From an optimization exercise on the open Yosys and OpenROAD flow, aimed at small area; shortcuts taken in it are not production practice.
The RTL was checked by simulation tests, not by an equivalence proof against the original design.
The clock input has no modelled driver; a real chip could not lean on it and would need a root buffer or a full tree.
No activity file was given, so power comes from the tool's default toggle rates.

Design kfcu, start of the top module:
module kfcu (
    input  wire        clk,
    input  wire        rst,
    input  wire        cmd_valid,
    input  wire [3:0]  cmd_op,
    input  wire [15:0] cmd_arg,
    output wire        cmd_ready,
    output wire        rsp_valid,
    output wire [1:0]  rsp_err,
    output wire [15:0] rsp_data
);
    localparam [6:0] CK_OFS  = 7'h25;
    localparam [2:0] K_STAT = 3'd6;
    localparam [2:0] K_CK   = 3'd0;
    localparam [2:0] K_ILL  = 3'd3;
    localparam [2:0] K_ENC  = 3'd5;
    localparam [2:0] K_RNG  = 3'd1;
    localparam [2:0] K_OVR  = 3'd2;
    localparam [2:0] K_DEC  = 3'd7;
    reg [6:0] ak;        
    reg [6:0] pos;
    reg [7:0] stored;
    reg [8:0] cd;        
    reg [2:0] kind;
    reg       rvalid;
    wire svalid  = |pos;
    wire pos_end = pos[6] & pos[5] & pos[2] & pos[1] & pos[0];
    wire z_hi    = ~|cmd_arg[15:8];
    wire z_all   = z_hi & ~|cmd_arg[7:0];
    reg       ok;
    reg [2:0] kind_n;
    always @(*) begin
        case (cmd_op)
            4'h0, 4'h5,
            4'h8, 4'h9: ok = z_all;
            4'h1:       ok = ~|cmd_arg[15:9];
            4'h2:       ok = ~|cmd_arg[15:10] & ~cmd_arg[7];
            4'h3, 4'h4: ok = ~|cmd_arg[15:4];
            4'h6, 4'h7: ok = z_hi;
            default:    ok = 1'b0;
        endcase
        if (cmd_op[3] & (cmd_op[2] | cmd_op[1]))
            kind_n = K_ILL;
        else if (!ok)
            kind_n = K_RNG;
        else if (cmd_op == 4'h7 && pos_end)
            kind_n = K_OVR;
        else if (cmd_op == 4'h9)
            kind_n = K_STAT;
        else if (cmd_op[3] | cmd_op[2] & (cmd_op[1] | cmd_op[0]))
            kind_n = K_CK;
        else if (cmd_op[1])
            kind_n = K_DEC;
        else
            kind_n = K_ENC;
    end
    wire done   = ok & ~(cmd_op == 4'h7 && pos_end);
    wire do_clr = done & (cmd_op == 4'h5);
    wire do_add = done & ((cmd_op == 4'h6) | ((cmd_op == 4'h7) & svalid));
    wire do_inc = done & (cmd_op == 4'h7);
    wire       add_en = cmd_valid & do_add;
    wire       inc_en = cmd_valid & do_inc;
    wire       clr    = rst | (cmd_valid & do_clr);
    wire [6:0] addend = cmd_arg[6:0] & {7{add_en}};
    wire [7:0] ac;
    wire [6:0] ak_sum;
    wire [7:0] pc;
    wire [6:0] pos_inc;
    assign ac[0] = 1'b0;
    assign pc[0] = inc_en;
    genvar i;
    generate
        for (i = 0; i < 7; i = i + 1) begin : g_add
  ...
==> module kfcu, before the edit <==
module kfcu (
    input  wire        clk,
    input  wire        rst,
    input  wire        cmd_valid,
    input  wire [3:0]  cmd_op,
    input  wire [15:0] cmd_arg,
    output wire        cmd_ready,
    output wire        rsp_valid,
    output wire [1:0]  rsp_err,
    output wire [15:0] rsp_data
);
    localparam [6:0] CK_OFS  = 7'h25;
    localparam [2:0] K_STAT = 3'd6;
    localparam [2:0] K_CK   = 3'd0;
    localparam [2:0] K_ILL  = 3'd3;
    localparam [2:0] K_ENC  = 3'd5;
    localparam [2:0] K_RNG  = 3'd1;
    localparam [2:0] K_OVR  = 3'd2;
    localparam [2:0] K_DEC  = 3'd7;
    reg [6:0] ak;        
    reg [6:0] pos;
    reg [7:0] stored;
    reg [8:0] cd;        
    reg [2:0] kind;
    reg       rvalid;
    wire svalid  = |pos;
    wire pos_end = pos[6] & pos[5] & pos[2] & pos[1] & pos[0];
    wire z_hi    = ~|cmd_arg[15:8];
    wire z_all   = z_hi & ~|cmd_arg[7:0];
    reg       ok;
    reg [2:0] kind_n;
    always @(*) begin
        case (cmd_op)
            4'h0, 4'h5,
            4'h8, 4'h9: ok = z_all;
            4'h1:       ok = ~|cmd_arg[15:9];
            4'h2:       ok = ~|cmd_arg[15:10] & ~cmd_arg[7];
            4'h3, 4'h4: ok = ~|cmd_arg[15:4];
            4'h6, 4'h7: ok = z_hi;
            default:    ok = 1'b0;
        endcase
        if (cmd_op[3] & (cmd_op[2] | cmd_op[1]))
            kind_n = K_ILL;
        else if (!ok)
            kind_n = K_RNG;
        else if (cmd_op == 4'h7 && pos_end)
            kind_n = K_OVR;
        else if (cmd_op == 4'h9)
            kind_n = K_STAT;
        else if (cmd_op[3] | cmd_op[2] & (cmd_op[1] | cmd_op[0]))
            kind_n = K_CK;
        else if (cmd_op[1])
            kind_n = K_DEC;
        else
            kind_n = K_ENC;
    end
    wire done   = ok & ~(cmd_op == 4'h7 && pos_end);
    wire do_clr = done & (cmd_op == 4'h5);
    wire do_add = done & ((cmd_op == 4'h6) | ((cmd_op == 4'h7) & svalid));
    wire do_inc = done & (cmd_op == 4'h7);
    wire       add_en = cmd_valid & do_add;
    wire       inc_en = cmd_valid & do_inc;
    wire       clr    = rst | (cmd_valid & do_clr);
    wire [6:0] addend = cmd_arg[6:0] & {7{add_en}};
    wire [7:0] ac;
    wire [6:0] ak_sum;
    wire [7:0] pc;
    wire [6:0] pos_inc;
    assign ac[0] = 1'b0;
    assign pc[0] = inc_en;
    genvar i;
    generate
        for (i = 0; i < 7; i = i + 1) begin : g_add
            assign ak_sum[i]  = ak[i] ^ addend[i] ^ ac[i];
            assign ac[i+1]    = (ak[i] & addend[i]) | (ak[i] & ac[i]) | (addend[i] & ac[i]);
            assign pos_inc[i] = pos[i] ^ pc[i];
            assign pc[i+1]    = pos[i] & pc[i];
        end
    endgenerate
    always @(posedge clk) begin
        if (clr) begin
            ak  <= CK_OFS;
            pos <= 7'd0;
        end else begin
            ak  <= ak_sum;
            pos <= pos_inc;
        end
        if (!svalid)
            stored <= cmd_arg[7:0];
        if (cmd_valid)
            cd <= {cmd_arg[8], cmd_arg[7] | cmd_arg[9], cmd_arg[6:0]};
        if (rst)
            kind <= K_STAT;
        else if (cmd_valid)
            kind <= kind_n;
        rvalid <= ~rst & cmd_valid;
    end
    reg sel_st, sel_ck, sel_enc, sel_dec, sel_cd;
    reg [1:0] err_o;
    always @(*) begin
        {sel_st, sel_ck, sel_enc, sel_dec, sel_cd, err_o} = 7'bxxxxxxx;
        case (kind)
            K_STAT: {sel_st, sel_ck, sel_enc, sel_dec, sel_cd, err_o} = 7'b1000000;
            K_CK:   {sel_st, sel_ck, sel_enc, sel_dec, sel_cd, err_o} = 7'b0100000;
            K_ENC:  {sel_st, sel_ck, sel_enc, sel_dec, sel_cd, err_o} = 7'b0010100;
            K_DEC:  {sel_st, sel_ck, sel_enc, sel_dec, sel_cd, err_o} = 7'b0001100;
            K_ILL:  {sel_st, sel_ck, sel_enc, sel_dec, sel_cd, err_o} = 7'b0000001;
            K_RNG:  {sel_st, sel_ck, sel_enc, sel_dec, sel_cd, err_o} = 7'b0000010;
            K_OVR:  {sel_st, sel_ck, sel_enc, sel_dec, sel_cd, err_o} = 7'b0000011;
            default: ;
        endcase
    end
    wire st_sv   = sel_st & svalid;
    assign cmd_ready = 1'b1;
    assign rsp_valid = rvalid;
    assign rsp_err   = err_o;
    assign rsp_data  = {{8{st_sv}} & stored, 8'h00}
                     | {6'd0, sel_enc & cd[8], sel_cd & cd[7], sel_dec & cd[8], 7'd0}
                     | {8'd0, st_sv, {7{sel_st}} & pos}
                     | {9'd0, {7{sel_ck}} & ak}
                     | {9'd0, {7{sel_cd}} & cd[6:0]};
endmodule
clock: 6.0 ns
lec_check: 0
cap_margin: 20
core_area: 2.3 2.72 58.88 59.84
die_area: 0 0 61.18 62.56
place_density: 0.85
slew_margin: 20
standard.sh (not shown) runs the stock make flow with config.mk's settings and CLKGATE_MAP_FILE= SYNTH_SCRIPT=/design/flow/synth_recipe.tcl, a recipe that flattens the netlist after the stock synthesis.
==> flow/flow/run.sh <==
#!/bin/bash
# Own layout flow: the standard ORFS flow (standard.sh) with
#  - an area-oriented ABC mapping script in synthesis (the rest of the
#    synthesis, and so the registers and their names, is unchanged),
#  - port buffers, and the buffer synthesis puts on the constant output,
#    of the smallest buffer cell (buf_1),
#  - a clock tree of a few clock buffers fed from the clock port, built
#    after CTS in place of its H-tree (the design has 35 registers).
# Each tool run's output goes to its own log file in this folder.
set -euo pipefail
W=$(pwd)
rm -rf "$W/scripts_syn"
cp -r "$FLOW_HOME/scripts" "$W/scripts_syn"
cp "$W/flow/abc.script" "$W/scripts_syn/abc_speed.script"
cat > "$W/own_synth.tcl" <<EOT
set ::env(SCRIPTS_DIR) $W/scripts_syn
set ::env(MIN_BUF_CELL_AND_PORTS) "sky130_fd_sc_hd__buf_1 A X"
source $W/synth_recipe.tcl
EOT
sed "s#SYNTH_SCRIPT=[^ ]*#SYNTH_SCRIPT=$W/own_synth.tcl#" standard.sh > own.sh
grep -q own_synth.tcl own.sh
export BUFFER_PORTS_ARGS="-buffer_cell sky130_fd_sc_hd__buf_1"
export CTS_ARGS="-sink_clustering_enable -repair_clock_nets -dont_use_dummy_load"
export POST_CTS_TCL="$W/flow/clock_buffers.tcl"
export KF_CLKBUF_CELL=sky130_fd_sc_hd__clkbuf_4
export KF_CLKBUF_COUNT=4
bash own.sh synth > synth.log 2>&1
bash own.sh floorplan > floorplan.log 2>&1
bash own.sh place > place.log 2>&1
bash own.sh cts > cts.log 2>&1
bash own.sh route > route.log 2>&1
bash own.sh finish > finish.log 2>&1
Other scripts of this flow, unchanged in this note and not shown: flow/flow/abc.script, flow/flow/clock_buffers.tcl
Change:
--- a/flow/design.v
+++ b/flow/design.v
@@ -10,13 +10,13 @@
     output wire [15:0] rsp_data
 );
     localparam [6:0] CK_OFS  = 7'h25;
-    localparam [2:0] K_STAT = 3'd6;
-    localparam [2:0] K_CK   = 3'd0;
-    localparam [2:0] K_ILL  = 3'd3;
-    localparam [2:0] K_ENC  = 3'd5;
-    localparam [2:0] K_RNG  = 3'd1;
-    localparam [2:0] K_OVR  = 3'd2;
-    localparam [2:0] K_DEC  = 3'd7;
+    localparam [2:0] K_STAT = 3'b000;    
+    localparam [2:0] K_CK   = 3'b001;    
+    localparam [2:0] K_ILL  = 3'b010;    
+    localparam [2:0] K_ENC  = 3'b011;    
+    localparam [2:0] K_RNG  = 3'b100;    
+    localparam [2:0] K_OVR  = 3'b110;    
+    localparam [2:0] K_DEC  = 3'b111;    
     reg [6:0] ak;        
     reg [6:0] pos;
     reg [7:0] stored;
@@ -95,25 +95,15 @@
             kind <= kind_n;
         rvalid <= ~rst & cmd_valid;
     end
-    reg sel_st, sel_ck, sel_enc, sel_dec, sel_cd;
-    reg [1:0] err_o;
-    always @(*) begin
-        {sel_st, sel_ck, sel_enc, sel_dec, sel_cd, err_o} = 7'bxxxxxxx;
-        case (kind)
-            K_STAT: {sel_st, sel_ck, sel_enc, sel_dec, sel_cd, err_o} = 7'b1000000;
-            K_CK:   {sel_st, sel_ck, sel_enc, sel_dec, sel_cd, err_o} = 7'b0100000;
-            K_ENC:  {sel_st, sel_ck, sel_enc, sel_dec, sel_cd, err_o} = 7'b0010100;
-            K_DEC:  {sel_st, sel_ck, sel_enc, sel_dec, sel_cd, err_o} = 7'b0001100;
-            K_ILL:  {sel_st, sel_ck, sel_enc, sel_dec, sel_cd, err_o} = 7'b0000001;
-            K_RNG:  {sel_st, sel_ck, sel_enc, sel_dec, sel_cd, err_o} = 7'b0000010;
-            K_OVR:  {sel_st, sel_ck, sel_enc, sel_dec, sel_cd, err_o} = 7'b0000011;
-            default: ;
-        endcase
-    end
+    wire sel_st  = (kind == K_STAT);
+    wire sel_ck  = (kind == K_CK);
+    wire sel_enc = (kind == K_ENC);
+    wire sel_dec = (kind == K_DEC);
+    wire sel_cd  = kind[1] & kind[0];
     wire st_sv   = sel_st & svalid;
     assign cmd_ready = 1'b1;
     assign rsp_valid = rvalid;
-    assign rsp_err   = err_o;
+    assign rsp_err   = kind[2:1] & {2{~kind[0]}};
     assign rsp_data  = {{8{st_sv}} & stored, 8'h00}
                      | {6'd0, sel_enc & cd[8], sel_cd & cd[7], sel_dec & cd[8], 7'd0}
                      | {8'd0, st_sv, {7{sel_st}} & pos}
Effect: The new run finished with timing, DRC and antenna clean. Setup slack gains 0.22 ns. Die area stays the same. Cell count rose by 3.3%. Global-route usage fell by 0.57 points. Synthesized area came out higher by 0.60%. Routed wire length shrinks by 0.96%. Clock power shrinks by about 0.8%.
In every run of this note, the design's own scripts or RTL, not TritonCTS, make the clock network.

-- static timing again, ports no longer ideal --
Ports are ideal in the flow. The routed layouts listed here were re-timed in OpenROAD.
Step 1: set_driving_cell puts a clkbuf_16 on clk and a buf_2 on each other input, an assumption about the parent block.
Step 2 adds t to the input delays and takes it off the output delays; t is the mean of the earliest and latest rising clock arrival at the registers after step 1. Input paths then give back, and output paths get back, about the clock's delay inside the block.
Three values: no drivers, after step 1, after step 2; two values: the first two.
run	t, ns	setup WS [ns]	worst setup path at the end	worst slew at a driven data input, ns	cell pins on the clock port's net
the first run	0.195	0.443 / 0.462 / 0.267	input to register	0.03	4
the second run	0.192	0.659 / 0.673 / 0.481	input to register	0.03	4
After both steps setup and hold are still met in every run listed. For the second run, which loses most, drivers alone change the setup slack by +0.014 ns; drivers and shift together by -0.178 ns.
